What follows belongs to an exercise in optimizing a design on an open flow for small area, a short achievable clock period and few clock cycles per item; a production flow would make more cautious choices. Only simulation tests tie the RTL to the original design; equivalence was not proved.

<file path="design/flow/constraint.sdc">
create_clock -name core_clock -period 14.0 [get_ports {clk}]
set_input_delay 2.8000 -clock core_clock [delete_from_list [all_inputs] [get_ports {clk}]]
set_output_delay 2.8000 -clock core_clock [all_outputs]
set_load 0.01 [all_outputs]
</file>
<file path="design/flow/run.sh">
#!/bin/bash
# synth_recipe.tcl (not shown) runs the flow's synth.tcl, then flattens the netlist and writes it again
# the make line also repeats each setting of config.mk as NAME=value (left out here)
make -C /OpenROAD-flow-scripts/flow DESIGN_CONFIG=/design/flow/config.mk WORK_HOME=/design/flow/orfs CLKGATE_MAP_FILE= SYNTH_SCRIPT=/design/flow/synth_recipe.tcl finish
</file>
<file path="design/flow/config.mk">
export PLATFORM = sky130hd
export DESIGN_NAME = jntub_core
export DESIGN_NICKNAME = jntub_core
export VERILOG_FILES = /design/flow/design.v
export SDC_FILE = /design/flow/constraint.sdc
export NUM_CORES = 4
export LEC_CHECK = 0
export CAP_MARGIN = 20
export CORE_MARGIN = 2
export CORE_UTILIZATION = 60
export PLACE_DENSITY = 0.7
export SETUP_SLACK_MARGIN = 3
export SLEW_MARGIN = 20
</file>
<file path="design/flow/design.v">
module jntub_qknob #(
    parameter NV = 4,           
    parameter H  = 5,           
    parameter W  = 2            
) (
    input  wire         clk,
    input  wire         rst,
    input  wire         upd,
    input  wire [9:0]   raw,
    output reg  [W-1:0] idx,
    output reg  [W-1:0] nidx,
    output reg  [9:0]   nlo       
);
    localparam integer STEP = 1024 / NV;
    function [9:0] lo_of(input integer i);
        lo_of = (i * STEP < H) ? 10'd0 : (i * STEP - H);
    endfunction
    function [9:0] hi_of(input integer i);
        hi_of = (i * STEP + STEP + H > 1023) ? 10'd1023 : (i * STEP + STEP + H);
    endfunction
    integer i;
    reg [W-1:0] bucket;
    reg         outside;
    always @(*) begin
        bucket = 0;
        for (i = 1; i < NV; i = i + 1)
            if (raw >= i * STEP) bucket = i;
        outside = 1'b0;
        for (i = 0; i < NV; i = i + 1)
            if (idx == i && (raw < lo_of(i) || raw > hi_of(i))) outside = 1'b1;
        nidx = outside ? bucket : idx;
        nlo = 10'd0;
        for (i = 0; i < NV; i = i + 1)
            if (nidx == i) nlo = lo_of(i);
    end
    always @(posedge clk) begin
        if (rst)
            idx <= 0;
        else if (upd)
            idx <= nidx;
    end
endmodule
module jntub_div #(
    parameter K = 2
) (
    input  wire [31:0]  r_in,
    input  wire [31:0]  d_in,
    input  wire [5:0]   sh,
    output wire [31:0]  r_out,
    output wire [K-1:0] q
);
    wire [31:0] r [0:K];
    wire [31:0] d [0:K];
    assign r[0] = r_in;
    assign d[0] = d_in;
    genvar i;
    generate
        for (i = 0; i < K; i = i + 1) begin : g_step
            wire [32:0] t = {1'b0, r[i]} - {1'b0, d[i]};
            wire        f = (sh >= i) && !t[32];
            assign r[i+1]   = f ? t[31:0] : r[i];
            assign d[i+1]   = {1'b0, d[i][31:1]};
            assign q[K-1-i] = f;
        end
    endgenerate
    assign r_out = r[K];
endmodule
module jntub_mode_state (
    input  wire [31:0] a,
    output reg  [5:0]  n
);
    integer i;
    always @(*) begin
        n = 6'd32;
        for (i = 0; i < 32; i = i + 1)
            if (a[i]) n = 6'd31 - i;
    end
endmodule
module jntub_core (
    input  wire        clk,
    input  wire        rst,
    input  wire        in_valid,
    output wire        in_ready,
    input  wire [31:0] in_time,
    input  wire [9:0]  in_mode,
    input  wire [9:0]  in_rate,
    input  wire [9:0]  in_range,
    input  wire        in_trig,
    output reg         out_valid,
    output wire [7:0]  out_level
);
    localparam DK = 3;        
    reg  sl_mod, sl_div;      
    reg  sl_fin;              
    reg  rp;                  
    assign in_ready = !(sl_mod || sl_div || sl_fin || rp);
    wire acc = in_valid && in_ready;
    wire [1:0] m_idx, m1;
    wire [9:0] m_nlo;
    jntub_qknob #(.NV(4), .H(5), .W(2)) u_mode (
        .clk(clk), .rst(rst), .upd(acc), .raw(in_mode),
        .idx(m_idx), .nidx(m1), .nlo(m_nlo));
    wire [1:0] cr_idx, cr_nidx, cg_idx, cg_nidx;
    wire [9:0] cr_nlo, cg_nlo;
    jntub_qknob #(.NV(4), .H(5), .W(2)) u_clk_rate (
        .clk(clk), .rst(rst), .upd(acc && m1 == 2'd0), .raw(in_rate),
        .idx(cr_idx), .nidx(cr_nidx), .nlo(cr_nlo));
    jntub_qknob #(.NV(3), .H(5), .W(2)) u_clk_range (
        .clk(clk), .rst(rst), .upd(acc && m1 == 2'd0), .raw(in_range),
        .idx(cg_idx), .nidx(cg_nidx), .nlo(cg_nlo));
    wire [2:0] br_idx, br_nidx;
    wire [9:0] br_nlo;
    jntub_qknob #(.NV(8), .H(5), .W(3)) u_bst_repeat (
        .clk(clk), .rst(rst), .upd(acc && m1 == 2'd1), .raw(in_range),
        .idx(br_idx), .nidx(br_nidx), .nlo(br_nlo));
    wire [2:0] dr_idx, dr_nidx, mr_idx, mr_nidx;
    wire [0:0] dg_idx, dg_nidx, mg_idx, mg_nidx;
    wire [9:0] dr_nlo, dg_nlo, mr_nlo, mg_nlo;
    jntub_qknob #(.NV(8), .H(5), .W(3)) u_div_rate (
        .clk(clk), .rst(rst), .upd(acc && m1 == 2'd2), .raw(in_rate),
        .idx(dr_idx), .nidx(dr_nidx), .nlo(dr_nlo));
    jntub_qknob #(.NV(2), .H(5), .W(1)) u_div_range (
        .clk(clk), .rst(rst), .upd(acc && m1 == 2'd2), .raw(in_range),
        .idx(dg_idx), .nidx(dg_nidx), .nlo(dg_nlo));
    jntub_qknob #(.NV(8), .H(5), .W(3)) u_mul_rate (
        .clk(clk), .rst(rst), .upd(acc && m1 == 2'd3), .raw(in_rate),
        .idx(mr_idx), .nidx(mr_nidx), .nlo(mr_nlo));
    jntub_qknob #(.NV(2), .H(5), .W(1)) u_mul_range (
        .clk(clk), .rst(rst), .upd(acc && m1 == 2'd3), .raw(in_range),
        .idx(mg_idx), .nidx(mg_nidx), .nlo(mg_nlo));
    reg  [31:0] s_t, s_p;
    reg         s_st, s_g;
    reg  [9:0]  s_raw;
    wire [1:0] m      = m_idx;
    wire       replay = (m1 != m_idx) ||
                        (m1 == 2'd0 && {cg_nidx, cr_nidx} != {cg_idx, cr_idx});
    wire       go     = (acc && !replay) || rp;
    wire [9:0] raw    = rp ? s_raw : in_rate;
    wire [3:0] cv_sel = {cg_idx, cr_idx};
    wire [40:0] cv_k =
        (m != 2'd0) ? 41'd32768065537 :
        (cv_sel == 4'h0) ? 41'd524288065537 :
        (cv_sel == 4'h1) ? 41'd385824787417 :
        (cv_sel == 4'h2) ? 41'd255984667117 :
        (cv_sel == 4'h3) ? 41'd161697543047 :
        (cv_sel == 4'h4) ? 41'd32768065537 :
        (cv_sel == 4'h5) ? 41'd24114110780 :
        (cv_sel == 4'h6) ? 41'd15999103516 :
        (cv_sel == 4'h7) ? 41'd10106158549 :
        (cv_sel == 4'h8) ? 41'd2048065537 :
        (cv_sel == 4'h9) ? 41'd1495598404 :
        (cv_sel == 4'hA) ? 41'd1024004065 :
        (cv_sel == 4'hB) ? 41'd646856149 :
        41'd0;
    wire [31:0] c1 =
        (m != 2'd0) ? 32'd31390655 :
        (cv_sel == 4'h0) ? 32'd1004383142 :
        (cv_sel == 4'h1) ? 32'd492751880 :
        (cv_sel == 4'h2) ? 32'd246375940 :
        (cv_sel == 4'h3) ? 32'd126030770 :
        (cv_sel == 4'h4) ? 32'd62773947 :
        (cv_sel == 4'h5) ? 32'd30796993 :
        (cv_sel == 4'h6) ? 32'd15398497 :
        (cv_sel == 4'h7) ? 32'd7876924 :
        (cv_sel == 4'h8) ? 32'd3923372 :
        (cv_sel == 4'h9) ? 32'd1878617 :
        (cv_sel == 4'hA) ? 32'd985504 :
        (cv_sel == 4'hB) ? 32'd504124 :
        32'd0;
    wire [31:0] c2 =
        (m != 2'd0) ? 32'd62781310 :
        (cv_sel == 4'h0) ? 32'd2008766284 :
        (cv_sel == 4'h1) ? 32'd985503760 :
        (cv_sel == 4'h2) ? 32'd492751880 :
        (cv_sel == 4'h3) ? 32'd252061540 :
        (cv_sel == 4'h4) ? 32'd125547894 :
        (cv_sel == 4'h5) ? 32'd61593986 :
        (cv_sel == 4'h6) ? 32'd30796994 :
        (cv_sel == 4'h7) ? 32'd15753848 :
        (cv_sel == 4'h8) ? 32'd7846744 :
        (cv_sel == 4'h9) ? 32'd3757234 :
        (cv_sel == 4'hA) ? 32'd1971008 :
        (cv_sel == 4'hB) ? 32'd1008248 :
        32'd0;
    wire [31:0] c3 =
        (m != 2'd0) ? 32'd94171965 :
        (cv_sel == 4'h0) ? 32'd3013149426 :
        (cv_sel == 4'h1) ? 32'd1478255640 :
        (cv_sel == 4'h2) ? 32'd739127820 :
        (cv_sel == 4'h3) ? 32'd378092310 :
        (cv_sel == 4'h4) ? 32'd188321841 :
        (cv_sel == 4'h5) ? 32'd92390979 :
        (cv_sel == 4'h6) ? 32'd46195491 :
        (cv_sel == 4'h7) ? 32'd23630772 :
        (cv_sel == 4'h8) ? 32'd11770116 :
        (cv_sel == 4'h9) ? 32'd5635851 :
        (cv_sel == 4'hA) ? 32'd2956512 :
        (cv_sel == 4'hB) ? 32'd1512372 :
        32'd0;
    function [31:0] pick(input [1:0] d, input [31:0] a1, input [31:0] a2, input [31:0] a3);
        pick = (d == 2'd0) ? 32'd0 : (d == 2'd1) ? a1 : (d == 2'd2) ? a2 : a3;
    endfunction
    function [81:0] csa(input [40:0] a, input [40:0] b, input [40:0] d);
        csa = {a ^ b ^ d, ((a & b) | (a & d) | (b & d)) << 1};
    endfunction
    wire [40:0] mr0 = {9'd0, pick(raw[1:0], c1, c2, c3)};
    wire [40:0] mr1 = {7'd0, pick(raw[3:2], c1, c2, c3), 2'd0};
    wire [40:0] mr2 = {5'd0, pick(raw[5:4], c1, c2, c3), 4'd0};
    wire [40:0] mr3 = {3'd0, pick(raw[7:6], c1, c2, c3), 6'd0};
    wire [40:0] mr4 = {1'd0, pick(raw[9:8], c1, c2, c3), 8'd0};
    wire [81:0] ms1 = csa(mr0, mr1, mr2);
    wire [81:0] ms2 = csa(ms1[81:41], ms1[40:0], mr3);
    wire [81:0] ms3 = csa(ms2[81:41], ms2[40:0], mr4);
    wire [81:0] ms4 = csa(cv_k, ~ms3[81:41], ~ms3[40:0]);
    wire [40:0] cv_z = ms4[81:41] + ms4[40:0];
    wire [22:0] p01 = cv_z[38:16];
    reg [3:0] aux;
    always @(*) begin
        case (m)
            2'd1:    aux = rp ? {1'b0, br_idx} : {1'b0, br_nidx};
            2'd2:    aux = rp ? {dg_idx, dr_idx} : {dg_nidx, dr_nidx};
            default: aux = rp ? {mg_idx, mr_idx} : {mg_nidx, mr_nidx};
        endcase
    end
    reg [3:0]  ph;           
    reg [3:0]  prev;         
    reg [3:0]  ptrig;        
    reg [31:0] rise0, rise1, rise2, rise3;
    reg        run1;         
    reg [2:0]  gates;
    reg [31:0] per2, per3;
    reg [31:0] obs2, obs3;
    reg [31:0] last2, last3;
    reg        lvl;
    reg [31:0] dv_r;
    reg [5:0]  dv_cnt;
    wire [31:0] t = rp ? s_t : in_time;
    wire        g = rp ? s_g : in_trig;
    reg  [31:0] rise_o, per_o, obs_o, last_o;
    always @(*) begin
        case (m)
            2'd0: rise_o = rise0;
            2'd1: rise_o = rise1;
            2'd2: rise_o = rise2;
            default: rise_o = rise3;
        endcase
        per_o  = m[0] ? per3  : per2;
        obs_o  = m[0] ? obs3  : obs2;
        last_o = m[0] ? last3 : last2;
    end
    wire [31:0] P       = m[1] ? per_o : {9'd0, p01};
    wire        running = (m == 2'd1) ? run1 : 1'b1;
    wire        upd     = running && (m[1] ? (per_o != 32'd0) : 1'b1);
    wire        ph_o    = ph[m];
    wire        prev_o  = prev[m];
    wire        ptrig_o = ptrig[m];
    wire        erise   = g && !ptrig_o;
    wire        efall   = !g && ptrig_o;
    wire        st_o    = running && !ph_o;
    wire        need_mod = upd && !(erise || (m[1] && efall));
    wire        d_rise = m[1] && erise;
    wire        d_fall = m[1] && efall;
    wire [31:0] sub_a  = (d_fall && !upd) ? obs_o : t;
    wire [31:0] sub_b  = d_rise ? last_o : (d_fall ? {1'b0, P[31:1]} : rise_o);
    wire [31:0] e_raw  = sub_a - sub_b;
    wire [31:0] est    = e_raw;
    wire [31:0] rise_f = e_raw;
    wire [40:0] zx1  = {2'b0, e_raw[22:0], 16'hFFFF};
    wire [40:0] zx2  = {2'b0, e_raw[21:0], 1'b0, 16'hFFFF};
    wire [81:0] zc1  = csa(ms4[81:41], ms4[40:0], ~zx1);
    wire [81:0] zc2  = csa(ms4[81:41], ms4[40:0], ~zx2);
    wire [40:0] zd1  = zc1[81:41] + zc1[40:0];
    wire [40:0] zd2  = zc2[81:41] + zc2[40:0];
    wire        ge1  = m[1] ? (e_raw >= per_o) : ((e_raw[31:23] != 9'd0) || zd1[40]);
    wire        h0   = m[1] ? ({e_raw, 1'b0} >= {1'b0, per_o}) : ((e_raw[31:22] != 10'd0) || zd2[40]);
    wire        ph_up = h0;
    wire        fast_ok = !need_mod || !ge1;
    wire        rt   = aux[3];
    wire [2:0]  rr   = aux[2:0];
    reg  [31:0] pn_a, pn_b;
    reg         d3_slow;
    reg  [2:0]  d3_den;
    always @(*) begin
        pn_b = 32'd0;
        d3_slow = 1'b0;
        d3_den = 3'd0;
        if (!m[0]) begin
            if (rt) pn_a = est << rr;
            else begin
                case (rr)
                    3'd0: pn_a = est;
                    3'd1: pn_a = est << 1;
                    3'd2: begin pn_a = est << 1; pn_b = est; end
                    3'd3: pn_a = est << 2;
                    3'd4: begin pn_a = est << 2; pn_b = est; end
                    3'd5: begin pn_a = est << 2; pn_b = est << 1; end
                    3'd6: begin pn_a = est << 3; pn_b = ~est + 32'd1; end
                    default: pn_a = est << 3;
                endcase
            end
        end else begin
            if (rt) pn_a = est >> rr;
            else begin
                case (rr)
                    3'd0: pn_a = est;
                    3'd1: pn_a = est >> 1;
                    3'd3: pn_a = est >> 2;
                    3'd7: pn_a = est >> 3;
                    default: begin
                        pn_a = 32'd0;
                        d3_slow = 1'b1;
                        d3_den = rr + 3'd1;
                    end
                endcase
            end
        end
    end
    wire [31:0] pnew = pn_a + pn_b;
    wire        div_go = m[1] && m[0] && erise && d3_slow && (est >= {29'd0, d3_den});
    wire start_mod = go && !fast_ok;
    wire start_div = go && fast_ok && div_go;
    wire commit    = go && fast_ok;
    wire        prev_n = upd ? st_o : prev_o;
    wire        ph_u   = upd ? ph_up : ph_o;
    wire [31:0] rise_u = (upd && !st_o && !ph_up) ? t : rise_o;
    wire [31:0] obs_u  = upd ? t : obs_o;
    reg        ph_n, run_n;
    reg [31:0] rise_n;
    reg [2:0]  gates_n;
    always @(*) begin
        ph_n    = ph_u;
        rise_n  = rise_u;
        run_n   = running;
        gates_n = gates;
        case (m)
            2'd0: begin
                if (erise) begin ph_n = 1'b0; rise_n = t; end
            end
            2'd1: begin
                if (erise) begin
                    run_n = 1'b1; ph_n = 1'b0; rise_n = t; gates_n = 3'd0;
                end else if (upd && st_o && ph_u) begin
                    if (gates >= aux[2:0]) begin
                        run_n = 1'b0; ph_n = 1'b0; gates_n = 3'd0;
                    end else begin
                        gates_n = gates + 3'd1;
                    end
                end
            end
            default: begin
                if (erise) begin ph_n = 1'b0; rise_n = obs_u; end
                else if (efall) begin ph_n = 1'b1; rise_n = rise_f; end
            end
        endcase
    end
    wire [31:0] nz_p = div_go ? {29'd0, d3_den} : P;
    wire [5:0]  lz_a, lz_b;
    jntub_mode_state u_lz_a (.a(e_raw), .n(lz_a));
    jntub_mode_state u_lz_b (.a(nz_p),  .n(lz_b));
    wire [31:0] dv_d0 = s_p << dv_cnt[4:0];
    wire [31:0] st_r;
    wire [DK-1:0] st_q;
    jntub_div #(.K(DK)) u_steps (
        .r_in(dv_r), .d_in(dv_d0), .sh(dv_cnt),
        .r_out(st_r), .q(st_q));
    wire dv_last = (dv_cnt < DK);
    wire fin_mod = sl_fin;
    wire        f_ph   = {1'b0, dv_r, 1'b0} >= {2'b0, s_p};
    wire        f_rise = !s_st && !f_ph;
    wire        f_fall = s_st && f_ph;
    wire        f_stop = (m_idx == 2'd1) && f_fall && (gates >= br_idx);
    wire        f_phn  = f_ph && !f_stop;
    wire        f_run  = (m_idx == 2'd1) ? (run1 && !f_stop) : 1'b1;
    assign out_level = {8{lvl}};
    always @(posedge clk) begin
        if (rst) begin
            ph <= 4'd0; prev <= 4'd0; ptrig <= 4'd0;
            rise0 <= 32'd0; rise1 <= 32'd0; rise2 <= 32'd0; rise3 <= 32'd0;
            run1 <= 1'b0; gates <= 3'd0;
            per2 <= 32'd0; per3 <= 32'd0; obs2 <= 32'd0; obs3 <= 32'd0;
            last2 <= 32'd0; last3 <= 32'd0;
            lvl <= 1'b0; out_valid <= 1'b0;
            sl_mod <= 1'b0; sl_div <= 1'b0; sl_fin <= 1'b0; rp <= 1'b0;
        end else begin
            out_valid <= (commit && !div_go) || sl_fin || (sl_div && dv_last);
            rp <= acc && replay;
            if (go) begin
                prev[m]  <= prev_n;
                ptrig[m] <= g;
                if (m == 2'd2) obs2 <= obs_u;
                if (m == 2'd3) obs3 <= obs_u;
            end
            if (commit) begin
                ph[m] <= ph_n;
                if (!div_go)
                    lvl <= run_n && !ph_n;
                case (m)
                    2'd0: rise0 <= rise_n;
                    2'd1: begin rise1 <= rise_n; run1 <= run_n; gates <= gates_n; end
                    2'd2: begin
                        rise2 <= rise_n;
                        if (erise) begin last2 <= t; per2 <= pnew; end
                    end
                    default: begin
                        rise3 <= rise_n;
                        if (erise) begin last3 <= t; per3 <= pnew; end
                    end
                endcase
            end
            if (fin_mod) begin
                ph[m_idx] <= f_phn;
                lvl       <= f_run && !f_phn;
                if (f_rise) begin
                    case (m_idx)
                        2'd0: rise0 <= s_t;
                        2'd1: rise1 <= s_t;
                        2'd2: rise2 <= s_t;
                        default: rise3 <= s_t;
                    endcase
                end
                if (m_idx == 2'd1) begin
                    run1 <= f_run;
                    if (f_fall) gates <= f_stop ? 3'd0 : gates + 3'd1;
                end
            end
            if (sl_div && dv_last)
                lvl <= 1'b1;
            sl_fin <= sl_mod && dv_last;
            if (start_mod || start_div) begin
                sl_mod <= start_mod;
                sl_div <= start_div;
            end else if (dv_last) begin
                sl_mod <= 1'b0;
                sl_div <= 1'b0;
            end
            if (start_div)
                per3 <= 32'd0;
            if (sl_div)
                per3 <= (per3 << (dv_last ? dv_cnt + 6'd1 : DK)) | (st_q >> (DK - (dv_last ? dv_cnt + 6'd1 : DK)));
        end
    end
    always @(posedge clk) begin
        if (acc) begin
            s_t    <= in_time;
            s_g    <= in_trig;
            s_raw  <= in_rate;
        end
        if (go) begin
            dv_r   <= e_raw;
            dv_cnt <= lz_b - lz_a;
            s_p    <= nz_p;
            s_st   <= st_o;
        end else begin
            dv_r   <= st_r;
            dv_cnt <= dv_cnt - DK;
        end
    end
endmodule
</file>
==> flow_summary_export.csv, run 1 <==
group,metric,value,unit
route,detail_route.wl_per_cell,27.0,um
logic_synthesis,yosys.area_share.adder,15.4,%
timing,finalHoldViolCount,0,
logic_synthesis,synth_common_cells,"1001 x nand2_1, 686 x nor2_1, 670 x a21oi_1",
timing,tns,0,ns
logic_synthesis,yosysTopAreaCellShare,14.0,%
logic_synthesis,syn_avg_cell_area,7.47,um^2
cts,clk_latency,0.71,ns
floorplan,die_w,310,um
logic_synthesis,synth_top_family_by_area,"compound AO/OA/AOI/OAI gates",
logic_synthesis,synth_edf_count,76,
logic_synthesis,yosysWarnings,7,
route,dr.pass1.iters,15,
cells_and_area,drive_gt1_share,9.63,%
logic_synthesis,synthFlopType,"dfxtp_1",
global_route,antenna_found_initial,4,
run_status,status,"no timing/DRC/antenna violations",
cts,cts_buffers,55,
timing,slew_headroom,13.5,%
logic_synthesis,synth-seq-cells,469,
route,vias_per_cell,7.10,
flow_run,drv_cap,0,
logic_synthesis,synth_most_common_cell,"nand2_1",
worst_setup_path,worstPathMaxFanout,11,
logic_synthesis,syn_area,0.0562,mm^2
logic_synthesis,yosys-top-cells-area,"dfxtp_1 14%, ha_1 8.9%, mux2i_1 7.6%, nand2_1 6.7%, fa_1 6.5%",
timing,tightestPinTransition,1.26,ns
logic_synthesis,async_flop_share,0,%
hold_path,hp-class,"flop to flop",
worst_setup_path,worstSetupStartpoint,"in_trig",
route,first_iter_violations,9574,
global_route,grt_use_met2,69.4,%
place,portBuffers,75,
route,drc,0,
logic_synthesis,synth-compound-area-share,28.8,%
route,drt.antenna.violating_nets,0,
hold_path,hold_end,"obs2[16]$_SDFFE_PP0P_",
timing,setup_viol,0,
global_route,grt_max_degree,175,
floorplan,start_util,60.4,%
logic_synthesis,yosys.area.top_type,"dfxtp_1",
worst_setup_path,critical-path-slowest-cell,"fa_1",
timing,fin_worst_skew,0.0879,ns
cts,clk_pin_slew_worst_paths,0.07,ns
worst_setup_path,arrival,11.41,ns
logic_synthesis,yosys.cell_types.count,117,
cts,cts_max_level,2,
timing,period_minus_slack,10.84,ns
worst_setup_path,start_kind,"input port",
worst_setup_path,r2r_cells,35,
place,routabilityCongestion,1.07,
global_route,gr-usage-met3,13.2,%
global_route,grt_overflow,0,
timing,fin_crit_sh,77.4,%
cells_and_area,syn2layout_area_growth,9.90,%
global_route,met1_usage,58.8,%
logic_synthesis,synth_seq_area_share,18.1,%
timing,rsz0062_at_grt,"yes",
worst_setup_path,path_class,"input port to flop",
hold_path,worstHoldStart,"obs2[16]$_SDFFE_PP0P_",
cells_and_area,layout.nets,8070,
logic_synthesis,muxShareOfSynthArea,9.91,%
worst_setup_path,r2r_setup_slack,3.29,ns
floorplan,coreArea,0.0930,mm^2
logic_synthesis,synthXorXnorAreaFrac,2.61,%
logic_synthesis,yosys.area_share.simple,19.1,%
floorplan,rows,112,
hold_path,holdPathStages,2,
worst_setup_path,r2r-end,"rise3[23]$_SDFF_PP0_",
worst_setup_path,critPathCaptureType,"flop",
route,dr_total_vias,61900,
global_route,grtUsageTotal,47.2,%
cts,clock_sinks,469,
timing,slew_viol_final,0,
timing,max_freq,0.0923,GHz
logic_synthesis,synthesis.instances,7521,
worst_setup_path,critPathMaxStageDelay,0.57,ns
global_route,grt_pass1_vias,57100,
floorplan,pin_count,76,
worst_setup_path,crit_required,14.57,ns
place,dpl.hpwl,168000,um
route,drt_wl_total,236000,um
cts,cts.root.buffer_cell,"clkbuf_16",
global_route,gr-max-usage-layer,"met2",
worst_setup_path,r2r-start,"u_mode.idx[0]$_SDFFE_PP0P_",
floorplan,fp.dieH,310,um
floorplan,design.die.area,0.0961,mm^2
cts,cts_buffer_depth,3,
cts,cts_tree,"built",
global_route,grt_pass1_wl,349000,um
cts,cts_hold_buf,0,
[routing by layer]
layer	vias to the layer above	share of wire [%]
met5	-	0.035
met4	8	9.1
met3	1226	13
met2	4504	41
met1	28900	37
li1	27300	-
[layout by cell type, fill, tap and decap left out, types with 52 or more instances in the layout]
cell type	instances
nand2_1	988
nor2_1	676
a21oi_1	652
o21ai_0	563
mux2i_1	411
ha_1	393
dfxtp_1	387
inv_1	321
buf_4	269
a211oi_1	208
fa_1	182
nand3_1	137
a21o_1	129
nor3_1	121
o22ai_1	104
xnor2_1	97
a31oi_1	78
a222oi_1	77
edfxtp_1	76
a22oi_1	72
nor2b_1	69
nand2b_1	68
clkdlybuf4s50_1	64
o21a_1	62
or3_1	57
clkbuf_16	55
o21ai_1	53
nand4_1	52
[cell families after synthesis]
kind of cell | count (synthesis)
other | 1
AO/OA/AOI/OAI | 2495
XOR/XNOR | 160
flip-flops | 469
adder cells (fa/ha/maj) | 583
buffers and inverters | 887
AND/OR/NAND/NOR | 2411
multiplexers | 515
[final cells by class]
cell class              instances  area [um^2]
clock buffers                  82         1580
repair buffers                375         3230
clock inverters                20          349
flip-flops and latches        469        10200
well taps                    1254         1570
fillers                      8307        31300
multi-input cells            6173        43500
diodes                          4         10.0
inverters                     347         1330
[metrics by stage]
stage	instance area, um^2	std cells	hold WS [ns]	utilization, %	worst slack [ns]
after floorplan	56200	7522	0.427	-	3.21
after global placement	58400	8530	0.440	62.7	0.911
after detailed placement	58400	8530	0.446	62.7	0.717
after CTS	61000	8677	0.454	65.5	3.01
after global routing	61700	8720	0.470	66.4	2.94
final	61800	8724	0.455	66.4	3.16
[critical path, delay by kind of cell]
family	cells	cell delay [ns]
AND/OR/NAND/NOR	7	1.52
multiplexers	3	0.56
buffers and inverters	5	1.36
AO/OA/AOI/OAI	12	3.10
adder cells (fa/ha/maj)	3	1.32
XOR/XNOR	2	0.70
[what timing repair did]
item / CTS / global route
pin swaps: 12 / 19
cloned: 5 / 4
setup endpoints to repair: 194 / 195
setup buffers: 40 / 39
gates resized for setup: 70 / 112
endpoints found under the hold margin: 0 / 0
[worst max-delay path by stage]
stage,cells past startpoint,endpoint,slack (ns)
after detailed placement,44,dv_r[16]$_DFF_P_,0.72
after floorplan,49,dv_r[25]$_DFF_P_,3.21
after global routing,30,per3[31]$_SDFFE_PP0P_,2.94
final,32,rise3[23]$_SDFF_PP0_,3.16
after CTS,33,per3[31]$_SDFFE_PP0P_,3.01
after global placement,44,dv_r[17]$_DFF_P_,0.91
Testbench counts, summed over its fixed seeds: cycles 25,232, frames 20,000.
==> run 2: changes to the inputs <==
--- a/design/flow/design.v
+++ b/design/flow/design.v
@@ -47,4 +47,5 @@
     input  wire [31:0]  d_in,
-    input  wire [5:0]   sh,
+    input  wire [1:0]   n,
     output wire [31:0]  r_out,
+    output wire [31:0]  r_one,    
     output wire [K-1:0] q
@@ -59,3 +60,3 @@
             wire [32:0] t = {1'b0, r[i]} - {1'b0, d[i]};
-            wire        f = (sh >= i) && !t[32];
+            wire        f = (n > i) && !t[32];
             assign r[i+1]   = f ? t[31:0] : r[i];
@@ -66,2 +67,3 @@
     assign r_out = r[K];
+    assign r_one = r[1];
 endmodule
@@ -93,5 +95,4 @@
     reg  sl_mod, sl_div;      
-    reg  sl_fin;              
     reg  rp;                  
-    assign in_ready = !(sl_mod || sl_div || sl_fin || rp);
+    assign in_ready = !(sl_mod || sl_div || rp);
     wire acc = in_valid && in_ready;
@@ -360,2 +361,6 @@
     wire [31:0] dv_d0 = s_p << dv_cnt[4:0];
+    wire [1:0]  dv_m3 = dv_cnt % 3;
+    wire        dv_last = (dv_cnt == 6'd0);
+    wire [1:0]  dv_nc = dv_last ? 2'd1 : ((dv_m3 == 2'd0) ? 2'd3 : dv_m3);
+    wire [31:0] st_r1;
     wire [31:0] st_r;
@@ -363,7 +368,6 @@
     jntub_div #(.K(DK)) u_steps (
-        .r_in(dv_r), .d_in(dv_d0), .sh(dv_cnt),
-        .r_out(st_r), .q(st_q));
-    wire dv_last = (dv_cnt < DK);
-    wire fin_mod = sl_fin;
-    wire        f_ph   = {1'b0, dv_r, 1'b0} >= {2'b0, s_p};
+        .r_in(dv_r), .d_in(dv_d0), .n(dv_nc),
+        .r_out(st_r), .r_one(st_r1), .q(st_q));
+    wire fin_mod = sl_mod && dv_last;
+    wire        f_ph   = {1'b0, st_r1, 1'b0} >= {2'b0, s_p};
     wire        f_rise = !s_st && !f_ph;
@@ -382,5 +386,5 @@
             lvl <= 1'b0; out_valid <= 1'b0;
-            sl_mod <= 1'b0; sl_div <= 1'b0; sl_fin <= 1'b0; rp <= 1'b0;
+            sl_mod <= 1'b0; sl_div <= 1'b0; rp <= 1'b0;
         end else begin
-            out_valid <= (commit && !div_go) || sl_fin || (sl_div && dv_last);
+            out_valid <= (commit && !div_go) || ((sl_mod || sl_div) && dv_last);
             rp <= acc && replay;
@@ -427,3 +431,2 @@
                 lvl <= 1'b1;
-            sl_fin <= sl_mod && dv_last;
             if (start_mod || start_div) begin
@@ -438,3 +441,3 @@
             if (sl_div)
-                per3 <= (per3 << (dv_last ? dv_cnt + 6'd1 : DK)) | (st_q >> (DK - (dv_last ? dv_cnt + 6'd1 : DK)));
+                per3 <= (per3 << dv_nc) | (st_q >> (2'd3 - dv_nc));
         end
@@ -454,3 +457,3 @@
             dv_r   <= st_r;
-            dv_cnt <= dv_cnt - DK;
+            dv_cnt <= dv_cnt - dv_nc;
         end
==> run 2 against run 1 <==
Net effect: die area rose by 1.1%; synthesized area rose by 1.1%; critical path depth shrank 3; synthesized cell count grew 0.62%; hold slack worse by 0.0010 ns; core utilization grew 0.76 points; still clean; critical path type unchanged; flip-flop and latch count down 1.
==> flow_summary_export.csv, run 2 <==
group,metric,value,unit
run_status,status,"no timing/DRC/antenna violations",
worst_setup_path,arrival,11.46,ns
worst_setup_path,critPathMaxStageDelay,0.73,ns
worst_setup_path,critPathCaptureType,"flop",
cells_and_area,final_common_cell,"nand2_1",
logic_synthesis,synth_edf_count,76,
timing,setup_viol,0,
logic_synthesis,synth_most_common_cell,"nand2_1",
place,dp_slack,0.699,ns
route,detail_route.wl_per_cell,27.6,um
cts,cts_max_level,2,
worst_setup_path,worst-path-buf-inv,2,
place,dpl.hpwl,171000,um
logic_synthesis,yosysTopAreaCellShare,13.8,%
hold_path,hp-class,"flop to flop",
logic_synthesis,syn_area,0.0568,mm^2
worst_setup_path,critPathMostFrequentCell,"o21ai_0",
route,first_iter_violations,10000,
global_route,grt_max_degree,161,
timing,max_freq,0.0915,GHz
timing,slew_headroom,14.0,%
cts,clk_latency,0.68,ns
global_route,grt_overflow,0,
cts,clk_pin_slew_worst_paths,0.06,ns
logic_synthesis,synth_common_cells,"807 x nand2_1, 737 x nor2_1, 624 x a21oi_1",
cells_and_area,multi_input_area,0.0445,mm^2
place,routabilityCongestion,1.08,
route,dr_total_vias,62700,
timing,tightestPinTransition,1.26,ns
cells_and_area,seqCellArea,0.0102,mm^2
route,vias_per_cell,7.17,
floorplan,die_w,312,um
worst_setup_path,crit_family,"compound AO/OA/AOI/OAI gates",
timing,period_minus_slack,10.93,ns
global_route,grt_pass1_vias,58000,
route,drt.antenna.violating_nets,0,
logic_synthesis,synthesis.instances,7568,
global_route,grt_pass1_wl,358000,um
timing,finalHoldViolCount,0,
route,dr.pass1.iters,14,
global_route,grtUsageTotal,47.3,%
floorplan,pin_count,76,
logic_synthesis,synth-seq-cells,468,
logic_synthesis,syn_avg_cell_area,7.51,um^2
worst_setup_path,path_class,"input port to flop",
timing,slew_viol_final,0,
cts,clock_sinks,468,
route,drc,0,
logic_synthesis,synthFlopType,"dfxtp_1",
worst_setup_path,start_kind,"input port",
cts,cts_hold_buf,0,
worst_setup_path,critical-path-slowest-cell,"o21ai_0",
logic_synthesis,async_flop_share,0,%
logic_synthesis,synth_seq_area_share,17.8,%
cells_and_area,syn2layout_area_growth,10.6,%
cts,cts_buffer_depth,3,
worst_setup_path,crit_required,14.53,ns
logic_synthesis,yosys.cell_types.count,110,
floorplan,coreArea,0.0936,mm^2
route,drt_wl_total,242000,um
cells_and_area,layout.nets,8087,
flow_run,drv_cap,0,
logic_synthesis,yosys.area.top_type,"dfxtp_1",
floorplan,rows,112,
floorplan,start_util,60.7,%
timing,tns,0,ns
cells_and_area,fill_cells,8302,
cells_and_area,drive_gt1_share,11.0,%
global_route,antenna_found_initial,9,
floorplan,fp.dieH,312,um
cts,cts.root.buffer_cell,"clkbuf_16",
floorplan,design.die.area,0.0971,mm^2
timing,setup_ws,3.07,ns
place,portBuffers,75,
worst_setup_path,worstPathMaxFanout,58,
timing,fin_crit_sh,78.0,%
timing,rsz0062_at_grt,"no",
logic_synthesis,yosysWarnings,7,
logic_synthesis,yosys-top-cells-area,"dfxtp_1 14%, ha_1 8.9%, mux2i_1 8.1%, fa_1 6.5%, a21oi_1 5.5%",
timing,fin_worst_skew,0.0709,ns
cells_and_area,most-common-layout-cells,"795 x nand2_1, 715 x nor2_1, 602 x a21oi_1",
cts,cts_tree,"built",
cts,cts_buffers,53,
## run 2: cell families after synthesis
family,Yosys count,synth area share (%)
flops,468,17.8
mux,581,10.9
simple gates,2398,19.1
compound gates,2430,27.8
buf+inv,945,6.38
fa+ha+maj,587,15.4
xor+xnor,159,2.57
## run 2: cell type report
cell class | instances | share of cell area (%)
clock buffer | 71 | 2.33
multi-input combinational | 6160 | 70.8
antenna | 8 | 0.0319
inverter | 380 | 2.31
sequential | 468 | 16.2
timing repair inverter | 1 | 0.00796
timing repair buffer | 371 | 5.27
tap | 1254 | 2.50
clock inverter | 26 | 0.609
## run 2: worst register-to-register path: cells and delay by family (launching register included)
kind | cells | cell delay, ns
compound gates | 27 | 5.57
fa+ha+maj | 5 | 1.58
buf+inv | 5 | 0.79
flops | 1 | 0.42
mux | 2 | 0.80
simple gates | 8 | 1.35
## run 2: stage by stage
stage | instance area (um^2) | util [%] | hold slack [ns] | std cells
2_1_floorplan | 56800 | - | 0.433 | 7568
3_3_place_gp | 59000 | 63.0 | 0.441 | 8544
3_5_place_dp | 59000 | 63.0 | 0.446 | 8545
4_1_cts | 61600 | 65.8 | 0.454 | 8679
5_1_grt | 62800 | 67.1 | 0.471 | 8731
6_report | 62800 | 67.1 | 0.454 | 8739
## run 2: metal layers
layer	track usage, %	part of all wire, %
met3	14.2	13
met2	70.4	42
met5	0.988	0.12
met1	58.2	36
met4	33.1	8.9
## run 2: worst paths after layout
| check | start | to | slack [ns] | cells after the start |
|---|---|---|---|---|
| worst min register to register | obs3[17]$_SDFFE_PP0P_ | obs3[17]$_SDFFE_PP0P_ | 0.45 | 2 |
| worst min-delay path | obs3[17]$_SDFFE_PP0P_ | obs3[17]$_SDFFE_PP0P_ | 0.45 | 2 |
| worst max register to register | dv_cnt[0]$_DFF_P_ | dv_r[10]$_DFF_P_ | 3.35 | 47 |
| worst max-delay path | in_rate[6] | per3[31]$_SDFFE_PP0P_ | 3.07 | 29 |
## run 2: what timing repair did
item | 4_1_cts | 5_1_grt
gates cloned | 3 | 7
buffers inserted | 34 | 44
pin swaps | 13 | 34
setup endpoints to repair | 210 | 251
gates resized for setup | 105 | 199
Testbench counts of run 2, summed over its fixed seeds: cycles 24,357, frames 20,000.
==> run 3: changes to the inputs <==
--- a/design/flow/design.v
+++ b/design/flow/design.v
@@ -95,4 +95,5 @@
     reg  sl_mod, sl_div;      
+    reg  sl_mul;              
     reg  rp;                  
-    assign in_ready = !(sl_mod || sl_div || rp);
+    assign in_ready = !(sl_mod || sl_div || sl_mul || rp);
     wire acc = in_valid && in_ready;
@@ -280,7 +281,7 @@
     wire [2:0]  rr   = aux[2:0];
-    reg  [31:0] pn_a, pn_b;
-    reg         d3_slow;
+    reg  [31:0] pn_a;
+    reg         d2_slow, d3_slow;
     reg  [2:0]  d3_den;
     always @(*) begin
-        pn_b = 32'd0;
+        d2_slow = 1'b0;
         d3_slow = 1'b0;
@@ -293,8 +294,5 @@
                     3'd1: pn_a = est << 1;
-                    3'd2: begin pn_a = est << 1; pn_b = est; end
                     3'd3: pn_a = est << 2;
-                    3'd4: begin pn_a = est << 2; pn_b = est; end
-                    3'd5: begin pn_a = est << 2; pn_b = est << 1; end
-                    3'd6: begin pn_a = est << 3; pn_b = ~est + 32'd1; end
-                    default: pn_a = est << 3;
+                    3'd7: pn_a = est << 3;
+                    default: begin pn_a = 32'd0; d2_slow = 1'b1; end
                 endcase
@@ -318,3 +316,13 @@
     end
-    wire [31:0] pnew = pn_a + pn_b;
+    wire [31:0] pnew = pn_a;
+    reg  [31:0] pm_a, pm_b;
+    always @(*) begin
+        case (dr_idx)
+            3'd2:    begin pm_a = dv_r << 1; pm_b = dv_r; end
+            3'd4:    begin pm_a = dv_r << 2; pm_b = dv_r; end
+            3'd5:    begin pm_a = dv_r << 2; pm_b = dv_r << 1; end
+            default: begin pm_a = dv_r << 3; pm_b = ~dv_r + 32'd1; end
+        endcase
+    end
+    wire [31:0] pmul = pm_a + pm_b;
     wire        div_go = m[1] && m[0] && erise && d3_slow && (est >= {29'd0, d3_den});
@@ -322,2 +330,4 @@
     wire start_div = go && fast_ok && div_go;
+    wire mul_go    = (m == 2'd2) && erise && d2_slow;
+    wire start_mul = go && fast_ok && mul_go;
     wire commit    = go && fast_ok;
@@ -386,5 +396,5 @@
             lvl <= 1'b0; out_valid <= 1'b0;
-            sl_mod <= 1'b0; sl_div <= 1'b0; rp <= 1'b0;
+            sl_mod <= 1'b0; sl_div <= 1'b0; sl_mul <= 1'b0; rp <= 1'b0;
         end else begin
-            out_valid <= (commit && !div_go) || ((sl_mod || sl_div) && dv_last);
+            out_valid <= (commit && !div_go && !mul_go) || ((sl_mod || sl_div) && dv_last) || sl_mul;
             rp <= acc && replay;
@@ -398,3 +408,3 @@
                 ph[m] <= ph_n;
-                if (!div_go)
+                if (!div_go && !mul_go)
                     lvl <= run_n && !ph_n;
@@ -429,2 +439,7 @@
             end
+            sl_mul <= start_mul;
+            if (sl_mul) begin
+                per2 <= pmul;
+                lvl  <= 1'b1;
+            end
             if (sl_div && dv_last)
==> run 3 against run 2 <==
Net effect: count of clock-buffer cells in the layout up 11; via count rose by 3.5%; flip-flop and latch count is 1 higher; cell area decreased by 0.86%; non-clock buffer count is 43 lower; fmax is essentially flat; critical path type unchanged; first-iteration DRC count increased by 14%; hold slack worse by 0.00096 ns; critical path depth rose by 3; sequential share of layout area up 0.17 points; global-route usage up 1.4 points.
==> flow_summary_export.csv, run 3 <==
group,metric,value,unit
route,vias_per_cell,7.27,
cts,cts_tree,"built",
timing,rsz0062_at_grt,"yes",
worst_setup_path,crit_required,14.58,ns
run_status,status,"no timing/DRC/antenna violations",
cells_and_area,drive_gt1_share,8.39,%
logic_synthesis,yosys.cell_types.count,107,
worst_setup_path,critPathMaxStageDelay,0.84,ns
global_route,grt_pass1_wl,369000,um
floorplan,die_w,314,um
worst_setup_path,start_kind,"input port",
worst_setup_path,arrival,11.51,ns
cells_and_area,syn2layout_area_growth,8.20,%
cts,clk_pin_slew_worst_paths,0.06,ns
logic_synthesis,synthesis.instances,7812,
route,drt.antenna.violating_nets,0,
timing,setup_ws,3.07,ns
timing,slew_viol_final,0,
cells_and_area,layout.nets,8260,
floorplan,design.die.area,0.0985,mm^2
timing,finalHoldViolCount,0,
floorplan,coreArea,0.0950,mm^2
logic_synthesis,synth_common_cells,"874 x nand2_1, 784 x nor2_1, 731 x a21oi_1",
route,drt_wl_total,252000,um
global_route,grt_pass1_vias,58900,
route,dr.pass1.iters,13,
worst_setup_path,critPathMostFrequentCell,"o21ai_0",
timing,tns,0,ns
logic_synthesis,synth-seq-cells,469,
global_route,grt_max_degree,202,
timing,fin_crit_sh,78.1,%
global_route,grtUsageTotal,48.6,%
logic_synthesis,syn_area,0.0576,mm^2
cts,cts_buffer_depth,3,
logic_synthesis,syn_avg_cell_area,7.37,um^2
timing,tightestPinTransition,1.36,ns
timing,holdWs,0.453,ns
logic_synthesis,async_flop_share,0,%
timing,period_minus_slack,10.93,ns
worst_setup_path,critPathCaptureType,"flop",
worst_setup_path,path_class,"input port to flop",
logic_synthesis,yosys.area.top_type,"dfxtp_1",
global_route,grt_overflow,0,
logic_synthesis,yosys-top-cells-area,"dfxtp_1 14%, ha_1 8.6%, fa_1 6.4%, a21oi_1 6.4%, mux2i_1 6.2%",
logic_synthesis,synth_most_common_cell,"nand2_1",
worst_setup_path,r2r_cells,38,
logic_synthesis,yosysWarnings,7,
cts,clk_latency,0.69,ns
worst_setup_path,critical-path-slowest-cell,"o41ai_1",
place,dpl.hpwl,181000,um
route,detail_route.wl_per_cell,28.2,um
hold_path,hp-class,"flop to flop",
place,routabilityCongestion,1.08,
logic_synthesis,synth_seq_area_share,17.6,%
logic_synthesis,synth_edf_count,76,
route,dr_total_vias,64900,
timing,max_freq,0.0915,GHz
floorplan,rows,113,
logic_synthesis,yosysTopAreaCellShare,13.7,%
place,portBuffers,75,
timing,slew_headroom,7.67,%
floorplan,pin_count,76,
cells_and_area,most-common-layout-cells,"871 x nand2_1, 771 x nor2_1, 716 x a21oi_1",
cts,cts_max_level,2,
cts,clock_sinks,469,
flow_run,drv_cap,0,
cells_and_area,fill_cells,8532,
floorplan,start_util,60.6,%
route,first_iter_violations,11400,
floorplan,fp.dieH,314,um
worst_setup_path,worstPathMaxFanout,56,
timing,setup_viol,0,
route,drc,0,
cells_and_area,final_common_cell,"nand2_1",
place,dp_slack,1.96,ns
cts,cts_buffers,53,
cts,cts.root.buffer_cell,"clkbuf_16",
global_route,antenna_found_initial,14,
hold_path,holdPathStages,2,
logic_synthesis,synthFlopType,"dfxtp_1",
timing,fin_worst_skew,0.0431,ns
[run 3: changes by cell type after synthesis, moves of 41 or more]
cell	change
a211oi_1	+114
a21oi_1	+107
a222oi_1	-43
a31oi_1	-41
mux2i_1	-103
nand2_1	+67
nand3_1	-57
nor2_1	+47
o211ai_1	+66
o221ai_1	-44
o22ai_1	-43
[run 3: through the flow]
stage,cells,cell area (um^2),utilization [%]
floorplan,7812,57600,-
global placement,8779,59600,62.7
detailed placement,8779,59600,62.7
CTS,8895,61700,65.0
global route,8927,62300,65.6
finish,8932,62300,65.6
[run 3: cell type report]
type	instances	area [um^2]	share of cell area [%]
Timing Repair Buffer	328	2830	4.54
Clock buffer	82	1670	2.69
Tap cell	1265	1580	2.54
Timing Repair inverter	3	17.5	0.0281
Antenna cell	7	17.5	0.0281
Clock inverter	18	168	0.269
Inverter	374	1430	2.29
Sequential cell	469	10200	16.3
Multi-Input combinational cell	6386	44400	71.3
[run 3: path summary, 6_finish.rpt]
path / start / endpoint / slack (ns)
max: in_trig / rise1[31]$_SDFF_PP0_ / 3.07
min: obs3[23]$_SDFFE_PP0P_ / obs3[23]$_SDFFE_PP0P_ / 0.45
max reg2reg: u_mode.idx[0]$_SDFFE_PP0P_ / rise1[31]$_SDFF_PP0_ / 3.15
min reg2reg: obs3[23]$_SDFFE_PP0P_ / obs3[23]$_SDFFE_PP0P_ / 0.45
[run 3: per-layer routing]
layer	track usage (%)	share of wire, %	up-vias
met5	0.484	0.070	-
met4	28.7	7.7	16
met3	18.8	16	1173
met2	68.0	39	5206
met1	63.2	37	30200
li1	-	-	28300
[run 3: what timing repair did]
| action | in CTS | in global routing |
|---|---|---|
| resized for setup | 46 | 69 |
| cloned | 5 | 5 |
| pin swaps | 3 | 7 |
| hold buffers | 0 | 0 |
| endpoints found under the setup margin | 194 | 233 |
| setup buffers | 11 | 25 |
[run 3: cells by family after synthesis]
logic type | share of synthesized area (%)
compound gates | 30.5
xor+xnor | 2.48
fa+ha+maj | 15.0
buf+inv | 6.52
flops | 17.6
mux | 8.20
simple gates | 19.6
[run 3: critical path, delay by kind of cell]
family	cells	cell delay (ns)
compound gates	16	4.44
xor+xnor	2	0.62
simple gates	6	0.99
fa+ha+maj	3	1.12
buf+inv	4	1.31
mux	1	0.18
Testbench counts of run 3, summed over its fixed seeds: cycles 24,422, frames 20,000.

[what the ideal ports hide]
No port has a modelled driver above. Below, the same layouts with a new extraction and two added sets of constraints. Step 1: set_driving_cell puts a clkbuf_16 on clk and a buf_2 on each other input, an assumption about the parent block. Step 2 adds t to the input delays and takes it off the output delays; t is the mean of the earliest and latest rising clock arrival at the registers after step 1. Input paths then give back, and output paths get back, about the clock's delay inside the block. a / b / c = ideal ports / drivers / drivers and shift; a / b = the first two.
run | t (ns) | setup WS [ns] | hold slack, ns | clock arrival spread, ns
run 1 | 0.744 | 3.162 / 3.218 / 2.474 | 0.455 / 0.455 / 0.455 | 0.088 / 0.088
run 2 | 0.724 | 3.073 / 3.131 / 2.407 | 0.454 / 0.454 / 0.454 | 0.071 / 0.071
run 3 | 0.734 | 3.069 / 3.116 / 2.381 | 0.453 / 0.453 / 0.453 | 0.043 / 0.043
After both steps every run listed still meets setup and hold.
